Background: an optimization exercise with open tools, aiming at small area, a short achievable clock period and few clock cycles. Do not read the settings as production practice.
Where RTL was checked, it was by simulation tests only, not by an equivalence proof against the original.
Power figures rest on the tool's default switching activity, not on a simulated workload.

==> inputs of 10-07 <==
==> flow/design.v <==
module vit_dec (
    input  wire        clk,
    input  wire        rst,           
    output wire        ready,
    input  wire        start,
    input  wire [3:0]  cfg_k,
    input  wire [3:0]  cfg_n,
    input  wire        cfg_order,
    input  wire [31:0] cfg_poly,
    input  wire [7:0]  cfg_ss,
    input  wire [7:0]  cfg_nb,
    output wire        sym_ready,
    input  wire        sym_valid,
    input  wire [3:0]  sym,
    output wire        done,
    output wire [2:0]  err,
    output wire [5:0]  final_state,
    output wire [7:0]  metric,
    output wire [31:0] bits
);
    localparam NS = 64;
    integer i, j, q;
    function [2:0] pop4;
        input [3:0] v;
        reg s0, c0;
        begin
            s0 = v[0] ^ v[1] ^ v[2];
            c0 = (v[0] & v[1]) | (v[0] & v[2]) | (v[1] & v[2]);
            pop4[0] = s0 ^ v[3];
            pop4[1] = c0 ^ (s0 & v[3]);
            pop4[2] = c0 & s0 & v[3];
        end
    endfunction
    function [5:0] addpop;
        input [5:0] a;
        input [3:0] v;
        reg s, c, k0, k1, a23, a234;
        begin
            s  = v[0] ^ v[1] ^ v[2];
            c  = (v[0] & v[1]) | (v[0] & v[2]) | (v[1] & v[2]);
            addpop[0] = a[0] ^ s ^ v[3];
            k0 = (a[0] & s) | (a[0] & v[3]) | (s & v[3]);
            addpop[1] = a[1] ^ c ^ k0;
            k1 = (a[1] & c) | (a[1] & k0) | (c & k0);
            a23  = a[2] & a[3];
            a234 = a23 & a[4];
            addpop[2] = a[2] ^ k1;
            addpop[3] = a[3] ^ (k1 & a[2]);
            addpop[4] = a[4] ^ (k1 & a23);
            addpop[5] = a[5] ^ (k1 & a234);
        end
    endfunction
    reg        busy;                 
    reg        bad;                  
    reg [2:0]  err_r;
    reg [2:0]  m;                    
    reg [5:0]  nb;
    reg [5:0]  taken;                
    reg [5:0]  step;                 
    reg        en;                   
    reg        zph;                  
    reg [2:0]  fcnt;                 
    reg        force_;               
    reg [5:0]  ssh;                  
    reg [2:0]  polyr [0:3];          
    reg [1:0]  yidx  [0:3];          
    reg [3:0]  yen;                  
    reg [3:0]  lo_r  [0:7];          
    reg [3:0]  hi_r  [0:7];          
    reg [3:0]  g0;                   
    reg [4:0]  c1h;                  
    reg [5:0]  fs_r;                 
    reg [7:0]  metric_r;             
    reg        pol;                  
    reg        rdy, symr, done_o;
    reg [2:0]  err_o;
    reg [5:0]  fs_o;
    reg [7:0]  metric_o;
    reg [31:0] bits_o;
    assign ready       = rdy;
    assign sym_ready   = symr;
    assign done        = done_o;
    assign err         = err_o;
    assign final_state = fs_o;
    assign metric      = metric_o;
    assign bits        = bits_o;
    wire [8:0] kt;
    wire [3:0] nt;
    genvar gi;
    generate
        for (gi = 0; gi < 9; gi = gi + 1) begin : g_kt
            assign kt[gi] = (cfg_k > gi);
        end
        for (gi = 0; gi < 4; gi = gi + 1) begin : g_nt
            assign nt[gi] = (cfg_n > gi);
        end
    endgenerate
    reg poly_bad, ss_bad;
    always @* begin
        poly_bad = 1'b0;
        for (j = 0; j < 4; j = j + 1)
            for (q = 0; q < 8; q = q + 1)
                poly_bad = poly_bad | (nt[j] & cfg_poly[8*j + q] & ~kt[q]);
        ss_bad = 1'b0;
        for (q = 0; q < 8; q = q + 1)
            ss_bad = ss_bad | (cfg_ss[q] & ~kt[q + 1]);
    end
    wire cfg_ok = kt[0] & ~kt[7] & nt[0] & ~cfg_n[3] & ~(cfg_n[2] & (cfg_n[1] | cfg_n[0])) & ~poly_bad;
    wire ss_ok  = ~ss_bad;
    wire nb_ok  = ~cfg_nb[7] & ~cfg_nb[6] & ~(cfg_nb[5] & (|cfg_nb[4:0]));
    wire       go    = cfg_ok & ss_ok & nb_ok;
    wire       nb_in0 = (cfg_nb == 8'd0);
    reg [3:0] hi_in [0:7];
    reg [3:0] g0_in;
    always @* begin
        for (q = 0; q < 8; q = q + 1)
            for (j = 0; j < 4; j = j + 1)
                hi_in[q][j] = (j < cfg_n) & ^(q[2:0] & cfg_poly[8*j+4 +: 3]);
        for (j = 0; j < 4; j = j + 1)
            g0_in[j] = (j < cfg_n) & cfg_poly[8*j];
    end
    wire       take      = sym_valid & symr;
    wire       start_ok  = ~busy & start;
    wire [6:0] last_step = 7'd31 + {4'd0, m};
    wire       fin       = busy & ~bad & en & ({1'b0, step} == last_step);
    wire       err_done  = busy & bad;
    wire       last_sym  = en && (step == nb - 6'd1);         
    wire       route_end = en && (m != 3'd0) && ({1'b0, step} == {1'b0, nb} + {4'd0, m} - 7'd1);
    wire [5:0] taken_nx  = taken + {5'd0, take};
    wire       busy_nx   = ~rst & (start_ok | (busy & ~fin & ~err_done));
    wire        tb0;                 
    wire [5:0]  pm0, pm1;
    wire [2:0]  ba0, bb0;
    wire [31:0] p0;                  
    wire [30:0] p1_true = pp[1][30:0] ^ {31{pol}};
    wire [31:0] p0_new  = {(tb0 ? p1_true : p0[30:0]), tb0};
    reg  [5:0] fs_a, fs_b, fs_new;
    always @* begin
        for (j = 0; j < 6; j = j + 1) begin
            fs_a[j] = (j < m - 3'd1) ? p0[m - 3'd2 - j] : 1'b0;
            fs_b[j] = (j < m - 3'd1) ? p1_true[m - 3'd2 - j] : 1'b0;
            fs_new[j] = (j == m - 3'd1) ? tb0 : (tb0 ? fs_b[j] : fs_a[j]);
        end
    end
    wire [5:0] fs_val = route_end ? fs_new : fs_r;
    wire [5:0] dpm = pm1 - pm0;      
    wire [7:0] metric_nx = tb0 ? metric_r + {{2{dpm[5]}}, dpm} + {5'd0, bb0}
                               : metric_r + {5'd0, ba0};
    integer t;
    always @(posedge clk) begin
        pol <= ~pol & ~rst;
        rdy      <= ~busy_nx;
        symr     <= ~rst & (start_ok ? (go & ~nb_in0) : (busy & ~bad & (taken_nx != nb)));
        done_o   <= ~rst & (fin | err_done);
        err_o    <= (fin | err_done) ? err_r : 3'd0;
        fs_o     <= fin ? fs_val : 6'd0;
        metric_o <= fin ? metric_nx : 8'd0;
        for (t = 0; t < 32; t = t + 1)
            bits_o[t] <= fin & p0_new[31 - t];
        busy <= busy_nx;
        if (rst) begin
            bad <= 1'b0;
            en  <= 1'b0;
        end else if (start_ok) begin
            m    <= cfg_k[2:0] - 3'd1;
            nb   <= cfg_nb[5:0];
            for (q = 0; q < 8; q = q + 1)
                hi_r[q] <= nb_in0 ? 4'd0 : hi_in[q];
            g0 <= nb_in0 ? 4'd0 : g0_in;
            for (i = 0; i < 5; i = i + 1)
                c1h[i] <= nb_in0 ? (i == 0) : (pop4(g0_in) == i);
            for (i = 0; i < 4; i = i + 1) begin
                polyr[i] <= (i < cfg_n) ? cfg_poly[8*i+1 +: 3] : 3'd0;
                yidx[i]  <= cfg_order ? i[1:0] : (cfg_n[1:0] - 2'd1 - i[1:0]);
                yen[i]   <= (i < cfg_n);
            end
            taken  <= 6'd0;
            step   <= 6'd0;
            zph    <= nb_in0;
            fcnt   <= cfg_k[2:0] - 3'd1;
            force_ <= (cfg_k[2:0] != 3'd1);
            ssh    <= cfg_ss[5:0];
            fs_r   <= 6'd0;
            metric_r <= 8'd0;
            if (!cfg_ok)
                err_r <= 3'd3;
            else if (!ss_ok)
                err_r <= 3'd4;
            else if (!nb_ok)
                err_r <= 3'd5;
            else
                err_r <= 3'd0;
            bad <= ~go;
            en  <= 1'b0;
        end else if (busy && !bad) begin
            taken <= taken_nx;
            if (en) begin
                step     <= step + 6'd1;
                ssh      <= ssh >> 1;
                fcnt     <= fcnt - {2'd0, force_};
                force_   <= force_ && (fcnt != 3'd1);
                metric_r <= metric_nx;
            end
            if (last_sym) begin
                zph <= 1'b1;
                for (q = 0; q < 8; q = q + 1)
                    hi_r[q] <= 4'd0;
                g0  <= 4'd0;
                c1h <= 5'b00001;
            end
            fs_r <= fs_val;
            en   <= ~fin & (take | zph | last_sym);
        end else begin
            en <= 1'b0;
        end
    end
    reg [3:0] ysel;
    reg [3:0] lo_nx [0:7];
    always @* begin
        for (j = 0; j < 4; j = j + 1)
            ysel[j] = yen[j] & sym[yidx[j]];
        for (q = 0; q < 8; q = q + 1)
            for (j = 0; j < 4; j = j + 1)
                lo_nx[q][j] = ^(q[2:0] & polyr[j]) ^ ysel[j];
    end
    always @(posedge clk)
        for (q = 0; q < 8; q = q + 1)
            lo_r[q] <= take ? lo_nx[q] : 4'd0;
    function pick;
        input [3:0] u;
        input [4:0] y;
        begin
            case (u)
                4'b0000: pick = y[0];
                4'b0001, 4'b0010, 4'b0100, 4'b1000: pick = y[1];
                4'b0111, 4'b1011, 4'b1101, 4'b1110: pick = y[3];
                4'b1111: pick = y[4];
                default: pick = y[2];
            endcase
        end
    endfunction
    wire [5:0]  pm [0:NS-1];
    wire [31:0] pp [0:NS-1];       
    wire [4:0]  yd [0:NS/2-1];
    wire        pm_hold = busy & ~en;    
    reg [3:0] lob [0:7];
    reg [3:0] lom [0:7];
    reg [3:0] him [0:7];
    always @* begin
        for (q = 0; q < 8; q = q + 1) begin
            lob[q] = lo_r[q] ^ g0;
            lom[q] = lo_r[q] & g0;
            him[q] = hi_r[q] & g0;
        end
    end
    genvar s;
    generate
        for (s = 0; s < NS / 2; s = s + 1) begin : g_x
            vit_dec_bfly u_bfly (.pma(pm[2 * s]), .pmb(pm[2 * s + 1]), .c(c1h), .y(yd[s]));
        end
    endgenerate
    generate
        for (s = 0; s < NS; s = s + 1) begin : g_acs
            localparam integer KK = (s >= 32) ? 6 : (s >= 16) ? 5 : (s >= 8) ? 4 :
                                    (s >= 4) ? 3 : (s >= 2) ? 2 : (s >= 1) ? 1 : 0;
            localparam integer L  = 32 - KK;       
            localparam integer PA = (2 * s) % 64;
            wire [3:0] va = hi_r[s / 8] ^ lo_r[s % 8];
            wire [3:0] vb = hi_r[s / 8] ^ lob[s % 8];
            wire [3:0] u  = him[s / 8] ^ lom[s % 8];
            wire [5:0] pma = pm[PA];
            wire [5:0] pmb = pm[PA + 1];
            reg  [4:0] e;
            always @* begin
                e = 5'd0;
                case (u)
                    4'b0000: e[0] = 1'b1;
                    4'b0001, 4'b0010, 4'b0100, 4'b1000: e[1] = 1'b1;
                    4'b0111, 4'b1011, 4'b1101, 4'b1110: e[3] = 1'b1;
                    4'b1111: e[4] = 1'b1;
                    default: e[2] = 1'b1;
                endcase
            end
            wire sa, sb;
            vit_dec_sel u_sel (
                .e(e & {5{en & ~force_}}), .y(yd[PA / 2]),
                .fa(en & force_ & ~ssh[0]), .fb(en & force_ & ssh[0]), .sa(sa), .sb(sb));
            vit_dec_pm u_pm (
                .clk(clk), .hold(pm_hold), .sa(sa), .sb(sb),
                .a(addpop(pma, va)), .b(addpop(pmb, vb)), .q(pm[s]));
            if (s == 0) begin : g_p0
                assign tb0 = force_ ? ssh[0] : pick(u, yd[PA / 2]);
                assign ba0 = pop4(va);
                assign bb0 = pop4(vb);
            end
            if (s == 0) begin : g_pt
                reg [31:0] ppr;
                always @(posedge clk)
                    if (en)
                        ppr <= p0_new;
                assign pp[s] = ppr;
            end else begin : g_pn
                wire [L-2:0] sa_v = (PA == 0) ? (pp[0][L-2:0] ^ {(L-1){pol}}) : pp[PA][L-2:0];
                wire [L-2:0] sb_v = pp[PA + 1][L-2:0];
                wire [L-1:0] q;
                vit_dec_path #(.L(L)) u_path (
                    .clk(clk), .hold(~en), .sa(sa), .sb(sb),
                    .a({sa_v, pol}), .b({sb_v, ~pol}), .q(q));
                assign pp[s] = {{(32-L){1'b0}}, q};
            end
        end
    endgenerate
    assign pm0 = pm[0];
    assign pm1 = pm[1];
    assign p0  = pp[0];
endmodule
module vit_dec_path #(
    parameter L = 26
) (
    input  wire         clk,
    input  wire         hold,
    input  wire         sa,
    input  wire         sb,
    input  wire [L-1:0] a,
    input  wire [L-1:0] b,
    output reg  [L-1:0] q
);
    always @(posedge clk)
        q <= ~(({L{hold}} & q) | ({L{sa}} & a) | ({L{sb}} & b));
endmodule
module vit_dec_pm (
    input  wire       clk,
    input  wire       hold,
    input  wire       sa,
    input  wire       sb,
    input  wire [5:0] a,
    input  wire [5:0] b,
    output reg  [5:0] q
);
    always @(posedge clk)
        q <= ({6{hold}} & q) | ({6{sa}} & a) | ({6{sb}} & b);
endmodule
module vit_dec_bfly (
    input  wire [5:0] pma,
    input  wire [5:0] pmb,
    input  wire [4:0] c,           
    output wire [4:0] y
);
    wire signed [5:0] xs = pma - pmb;    
    wire [9:0] z;                        
    genvar v;
    generate
        for (v = -4; v <= 5; v = v + 1) begin : g_z
            assign z[v + 4] = (xs >= v);
        end
    endgenerate
    assign y[0] = (c[0] & z[5]) | (c[1] & z[6]) | (c[2] & z[7]) | (c[3] & z[8]) | (c[4] & z[9]);
    assign y[1] = (c[1] & z[3]) | (c[2] & z[5]) | (c[3] & z[6]) | (c[4] & z[7]);
    assign y[2] = (c[2] & z[2]) | (c[3] & z[3]) | (c[4] & z[5]);
    assign y[3] = (c[3] & z[1]) | (c[4] & z[2]);
    assign y[4] = (c[4] & z[0]);
endmodule
module vit_dec_sel (
    input  wire [4:0] e,
    input  wire [4:0] y,
    input  wire       fa,
    input  wire       fb,
    output wire       sa,
    output wire       sb
);
    assign sb = |(e & y) | fb;
    assign sa = |(e & ~y) | fa;
endmodule
==> flow/flow/run.sh <==
#!/bin/bash
set -euo pipefail
export SETUP_SLACK_MARGIN=9.75
bash standard.sh > standard.log 2>&1
==> flow/standard.sh <==
#!/bin/bash
# synth_recipe.tcl (not shown) runs the flow's synth.tcl, then flattens the netlist and writes it again
# the make line also repeats each setting of config.mk as NAME=value (left out here)
make -C /OpenROAD-flow-scripts/flow DESIGN_CONFIG=/design/flow/config.mk WORK_HOME=/design/flow/orfs CLKGATE_MAP_FILE= SYNTH_SCRIPT=/design/flow/synth_recipe.tcl "${@:-finish}"
==> flow/config.mk <==
export PLATFORM = sky130hd
export DESIGN_NAME = vit_dec
export DESIGN_NICKNAME = vit_dec
export VERILOG_FILES = /design/flow/design.v
export SDC_FILE = /design/flow/constraint.sdc
export NUM_CORES = 8
export LEC_CHECK = 0
export CAP_MARGIN = 20
export CORE_MARGIN = 2
export CORE_UTILIZATION = 38
export CTS_CLUSTER_DIAMETER = 100
export CTS_CLUSTER_SIZE = 30
export PLACE_DENSITY = 0.52
export SLEW_MARGIN = 20
export SYNTH_HIERARCHICAL = 1
==> flow/constraint.sdc <==
create_clock -name core_clock -period 14.0 [get_ports {clk}]
set_input_delay 2.8000 -clock core_clock [delete_from_list [all_inputs] [get_ports {clk}]]
set_output_delay 2.8000 -clock core_clock [all_outputs]
set_load 0.01 [all_outputs]
==> inputs of 06-22, as changes to 10-07 <==
--- a/flow/design.v
+++ b/flow/design.v
@@ -35,18 +35,17 @@
         input [5:0] a;
         input [3:0] v;
-        reg s, c, k0, k1, a23, a234;
+        reg s, c, k;
+        integer i;
         begin
-            s  = v[0] ^ v[1] ^ v[2];
-            c  = (v[0] & v[1]) | (v[0] & v[2]) | (v[1] & v[2]);
+            s = v[0] ^ v[1] ^ v[2];
+            c = (v[0] & v[1]) | (v[0] & v[2]) | (v[1] & v[2]);
             addpop[0] = a[0] ^ s ^ v[3];
-            k0 = (a[0] & s) | (a[0] & v[3]) | (s & v[3]);
-            addpop[1] = a[1] ^ c ^ k0;
-            k1 = (a[1] & c) | (a[1] & k0) | (c & k0);
-            a23  = a[2] & a[3];
-            a234 = a23 & a[4];
-            addpop[2] = a[2] ^ k1;
-            addpop[3] = a[3] ^ (k1 & a[2]);
-            addpop[4] = a[4] ^ (k1 & a23);
-            addpop[5] = a[5] ^ (k1 & a234);
+            k = (a[0] & s) | (a[0] & v[3]) | (s & v[3]);
+            addpop[1] = a[1] ^ c ^ k;
+            k = (a[1] & c) | (a[1] & k) | (c & k);
+            for (i = 2; i < 6; i = i + 1) begin
+                addpop[i] = a[i] ^ k;
+                k = a[i] & k;
+            end
         end
     endfunction
@@ -244,14 +243,4 @@
     wire [4:0]  yd [0:NS/2-1];
     wire        pm_hold = busy & ~en;    
-    reg [3:0] lob [0:7];
-    reg [3:0] lom [0:7];
-    reg [3:0] him [0:7];
-    always @* begin
-        for (q = 0; q < 8; q = q + 1) begin
-            lob[q] = lo_r[q] ^ g0;
-            lom[q] = lo_r[q] & g0;
-            him[q] = hi_r[q] & g0;
-        end
-    end
     genvar s;
     generate
@@ -267,6 +256,6 @@
             localparam integer PA = (2 * s) % 64;
             wire [3:0] va = hi_r[s / 8] ^ lo_r[s % 8];
-            wire [3:0] vb = hi_r[s / 8] ^ lob[s % 8];
-            wire [3:0] u  = him[s / 8] ^ lom[s % 8];
+            wire [3:0] vb = va ^ g0;
+            wire [3:0] u  = va & g0;
             wire [5:0] pma = pm[PA];
             wire [5:0] pmb = pm[PA + 1];
CORE_UTILIZATION = 45   (was 38)
PLACE_DENSITY = 0.6   (was 0.52)
==> summary.txt <==
Run status: 10-07 complete, no violations; 06-22 complete, no violations
Post-route total power: 10-07 24.0 mW; 06-22 24.1 mW
Tightest hold margin: 10-07 0.433 ns; 06-22 0.418 ns
Diode count: 10-07 31; 06-22 10
Power attributed to the clock group: 10-07 3.87 mW; 06-22 3.93 mW
Net Sw Frac: 10-07 39.9%; 06-22 39.7%
Initial drt markers: 10-07 25000; 06-22 24500
Crit path from: 10-07 cfg_ss[4]; 06-22 g0[2]
Clock-pin slew reported for the worst setup and hold paths after clock tree synthesis: 10-07 0.11 ns; 06-22 0.12 ns
Portion of total power attributed to the clock network: 10-07 16.1%; 06-22 16.3%
Critical path buffers and inverters: 10-07 2; 06-22 5
Count of non-filler cells in the finished layout: 10-07 17000; 06-22 16100
Slack of the critical path: 10-07 9.61 ns; 06-22 9.73 ns
Fraction of area in clock buffers and inverters: 10-07 2.36%; 06-22 2.52%
Sequential area share after synthesis: 10-07 36.8%; 06-22 36.6%
Number of global-route vias before repair: 10-07 106000; 06-22 105000
Non-CTS buffers: 10-07 487; 06-22 402
Clock network latency to the later pin of the worst-skew pair: 10-07 0.87 ns; 06-22 0.88 ns
Library cells used by synthesis: 10-07 81; 06-22 93
Upper clock frequency limit: 10-07 228 MHz; 06-22 234 MHz
Testbench counts of 06-22, summed over its fixed seeds: cycles 18,947.
The RTL of 10-07 was laid out without a check of its function.

-- port drivers added, routing unchanged --
Ports are ideal in the flow. The routed layouts listed here were re-timed in OpenROAD.
Step 1 (the two cells are an assumption about what drives the block):
set clk [get_ports {clk}]
set_driving_cell -lib_cell sky130_fd_sc_hd__clkbuf_16 $clk
set_driving_cell -lib_cell sky130_fd_sc_hd__buf_2 [delete_from_list [all_inputs] $clk]
Step 2 moves the port delays by t, midway between the first and last clock arrival at a register: inputs arrive t later, outputs are due t later. That takes back most of the time a late clock gives input paths.
Slacks: ideal ports / drivers / drivers and shift; pairs: ideal ports / drivers.
run | t (ns) | slack for setup (ns) | worst setup path after step 2 | latest minus earliest clock arrival (ns) | slew at the worst register clock pin (ns)
10-07 | 0.943 | 9.614 / 9.649 / 8.747 | input to register | 0.085 / 0.085 | 0.12 / 0.12
06-22 | 0.942 | 9.732 / 9.634 / 8.908 | input to register | 0.103 / 0.104 | 0.12 / 0.12
After both steps every run listed still meets setup and hold. For 10-07, which loses most, drivers alone change the setup slack by +0.035 ns; drivers and shift together by -0.867 ns.
